From an optimization exercise on the open Yosys and OpenROAD flow, aimed at small area; shortcuts taken in it are not production practice. At most, simulation tests tie the RTL to the original design; equivalence was not proved. Power is estimated from default activity; no workload was simulated.

==> 07-16 <==
==> flow/design.v (excerpt) <==
module f405_sio (
    input  wire        clk,
    input  wire        rst,
    input  wire        cmd_valid,
    output wire        cmd_ready,
    input  wire [39:0] cmd_word,
    output wire        resp_valid,
    output wire [31:0] resp_data,
    output wire [1:0]  resp_err,
    output wire        line_out,
    input  wire        raw_we,
    input  wire [2:0]  raw_ch,
    input  wire [15:0] raw_data,
    input  wire        scan_done,
    input  wire [2:0]  cfg_fail,
    output wire        scan_ack
);
clock: 12.0 ns
lec_check: 0
abc_area: 1
cap_margin: 20
core_margin: 2
core_utilization: 70
slew_margin: 20
standard.sh (not shown) runs the stock make flow with config.mk's settings and CLKGATE_MAP_FILE= SYNTH_SCRIPT=/design/flow/synth_recipe.tcl, a recipe that flattens the netlist after the stock synthesis.
==> flow/flow/run.sh <==
#!/bin/bash
# The standard layout, with a leaner clock tree: no dummy loads and
# sink clusters of up to 16 flip-flops per clkbuf_8 leaf buffer.
set -euo pipefail
export CTS_ARGS="-sink_clustering_enable -repair_clock_nets -dont_use_dummy_load -buf_list sky130_fd_sc_hd__clkbuf_8 -sink_clustering_size 16 -sink_clustering_max_diameter 60"
bash standard.sh > standard_make.log 2>&1
==> inputs of 11-27, as changes to 07-16 <==
--- a/flow/design.v
+++ b/flow/design.v
@@ -153,23 +153,15 @@
     wire [4:0]  bitn1  = bitn + 5'd1;
     wire        pb_cur = bitn[4]  ? L[0] : bitn[3]  ? L[2] : L[1];
     wire        pb_nxt = bitn1[4] ? L[0] : bitn1[3] ? L[2] : L[1];
     wire        b_cur  = is_idx ? pb_cur : L[23];
     wire        b_nxt  = is_idx ? pb_nxt : L[22];
-    wire        lastb  = (bitn == 5'd23);
-    wire        bsel   = (st == S_TXL) ? b_nxt : b_cur;
     wire [11:0] t1h    = tab[53:42];
     wire [11:0] t0h    = {1'b0, tab[53:43]};
-    wire [11:0] thv    = bsel ? t1h : t0h;
-    wire [11:0] tlv    = bsel ? tab[29:18] : tab[41:30];
-    wire        h_fr   = (st == S_TXS) | (st == S_TXH) | (st == S_TXL);
-    wire        h_ld   = (st == S_ZERO) | (st == S_ACQ0) | (st == S_MDI) | (st == S_RD0) |
-                         ((st == S_SLP0) & H[31] & (|H[30:0])) |
-                         (st == S_TXS) | (((st == S_TXH) | (st == S_TXL)) & tdone);
-    wire        h_shr  = (st == S_MUL) | (st == S_SHR) | (st == S_ADD);
-    wire [17:0] tsel   = {18{tv & h_fr}} & ((st == S_TXH) ? {6'd0, tlv} :
-                                     ((st == S_TXL) & lastb) ? tab[17:0] : {6'd0, thv});
+    wire [11:0] th_cur = b_cur ? t1h : t0h;
+    wire [11:0] th_nxt = b_nxt ? t1h : t0h;
+    wire [11:0] tl_cur = b_cur ? tab[29:18] : tab[41:30];
     wire rv = (st == S_RESP) | (st == S_CTEN) | (st == S_ACQI) |
               (st == S_BADCH) | (st == S_ILL) |
               (((st == S_SLP1) | (st == S_TXG)) & hzero);
     assign resp_valid = rv;
     assign resp_err   = {st == S_BADCH, st == S_ILL};
@@ -264,11 +256,11 @@
                 end
                 S_TXS: begin line <= 1'b1; st <= S_TXH; end
                 S_TXH: if (tdone) begin line <= 1'b0; st <= S_TXL; end
                 S_TXL: begin
                     if (tdone) begin
-                        if (lastb) begin
+                        if (bitn == 5'd23) begin
                             mask <= 1'b0;
                             st   <= S_TXG;
                         end else begin
                             line <= 1'b1;
                             st   <= S_TXH;
@@ -298,20 +290,29 @@
             L <= {L[30:0], q};
         else if (st == S_TXL && tdone && !is_idx)
             L <= {L[30:0], 1'b0};
         if (accept)
             H <= cmd_word[31:0];
-        else if (h_ld)
-            H <= {14'd0, tsel};
-        else if (st == S_SNAP)
-            H <= cnt;
-        else if (h_shr)
-            H <= {sum[32] | ((st == S_ADD) & ss), sum[31:1]};
-        else if (st == S_DIV)
-            H <= {H[30:0], L[31]};
-        else
-            H <= sum[31:0];
+        else begin
+            case (st)
+                S_ZERO, S_ACQ0, S_MDI, S_RD0: H <= 32'd0;
+                S_SNAP:       H <= cnt;
+                S_MUL, S_SHR: H <= sum[32:1];
+                S_ADD:        H <= {ss, sum[31:1]};
+                S_DIV:        H <= {H[30:0], L[31]};
+                S_RDW, S_RDS: if (rd_acc) H <= sum[31:0];
+                S_SLP0:       if (H[31] & (|H[30:0])) H <= 32'd0;
+                S_SLP1:       H <= sum[31:0];
+                S_TXS:        H <= {20'd0, th_cur & {12{tv}}};
+                S_TXH:        H <= tdone ? {20'd0, tl_cur & {12{tv}}} : sum[31:0];
+                S_TXL:        H <= tdone ? ((bitn == 5'd23) ? {14'd0, tab[17:0] & {18{tv}}}
+                                                            : {20'd0, th_nxt & {12{tv}}})
+                                         : sum[31:0];
+                S_TXG:        H <= sum[31:0];
+                default: ;
+            endcase
+        end
         if (st == S_SNAP)
             cy <= 1'b0;
         else if (st == S_ADD)
             cy <= sc;
         case (st)
==> flow/run.sh (new file) <==
#!/bin/bash
# synth_recipe.tcl (not shown) runs the flow's synth.tcl, then flattens the netlist and writes it again
# the make line also repeats each setting of config.mk as NAME=value (left out here)
make -C /OpenROAD-flow-scripts/flow DESIGN_CONFIG=/design/flow/config.mk WORK_HOME=/design/flow/orfs CLKGATE_MAP_FILE= SYNTH_SCRIPT=/design/flow/synth_recipe.tcl finish
--- a/flow/config.mk
+++ b/flow/config.mk
@@ -7,6 +7,8 @@
 export LEC_CHECK = 0
 export ABC_AREA = 1
 export CAP_MARGIN = 20
 export CORE_MARGIN = 2
 export CORE_UTILIZATION = 70
+export CTS_BUF_LIST = sky130_fd_sc_hd__clkbuf_8
+export CTS_CLUSTER_SIZE = 24
 export SLEW_MARGIN = 20
removed: flow/flow/run.sh
removed: flow/standard.sh
==> comparison table <==
| item | 11-27 | 07-16 |
|---|---|---|
| Result of the run | no timing/DRC/antenna violations | no timing/DRC/antenna violations |
| Origin of the worst min-delay path | win[1229] | win[415] |
| Synthesized area | 70760 sq um | 70190 sq um |
| Final net count | 5732 | 5506 |
| Highest clock frequency the design can meet | 168.6 MHz | 167.8 MHz |
| Switching Fraction | 24.31% | 23.50% |
| Post-route cell area | 81000 sq um | 75220 sq um |
| Critical register-to-register path endpoint | H[28] | H[11] |
| Number of signal-net buffers in the layout | 121 | 118 |
| Mapped Avg Cell Area | 13.68 sq um | 13.60 sq um |
| Wire length of the first global-routing pass | 220.8 mm | 186.4 mm |
| Number of inserted filler cells in the final layout | 4852 | 5752 |
| Worst Reg-to-Reg Cells | 21 | 29 |
| Routed wire length | 142.2 mm | 120.8 mm |
| Leakage power figure | 0.03430 uW | 0.03070 uW |
| Net switching power | 4625 uW | 3650 uW |
| DR pass1 iterations | 5 | 6 |
No functional check of the RTL was part of 11-27.

==> static timing again, ports no longer ideal <==
No port has a modelled driver above. Below, the same layouts with a new extraction and two added sets of constraints. Step 1 sets driving cells, clkbuf_16 on the clock port and buf_2 on the other inputs (assumed; they add their load-dependent delay and slew). Step 2, shift: input delay + t, output delay - t, t = (earliest + latest rising clock arrival at the registers) / 2. This alone moves slack from input paths to output paths. a / b / c = ideal ports / drivers / drivers and shift; a / b = the first two.
| run | shift t [ns] | setup WS [ns] | worst setup path after step 2 | slew at the worst register clock pin (ns) |
|---|---|---|---|---|
| 07-16 | 0.898 | 6.041 / 6.013 / 6.013 | input to output | 0.11 / 0.11 |
| 11-27 | 1.011 | 6.068 / 6.034 / 6.034 | input to output | 0.08 / 0.08 |
After both steps every run listed still meets setup and hold. The setup slack of 11-27, which loses most, moves by -0.034 ns with the drivers and by -0.034 ns with both steps.
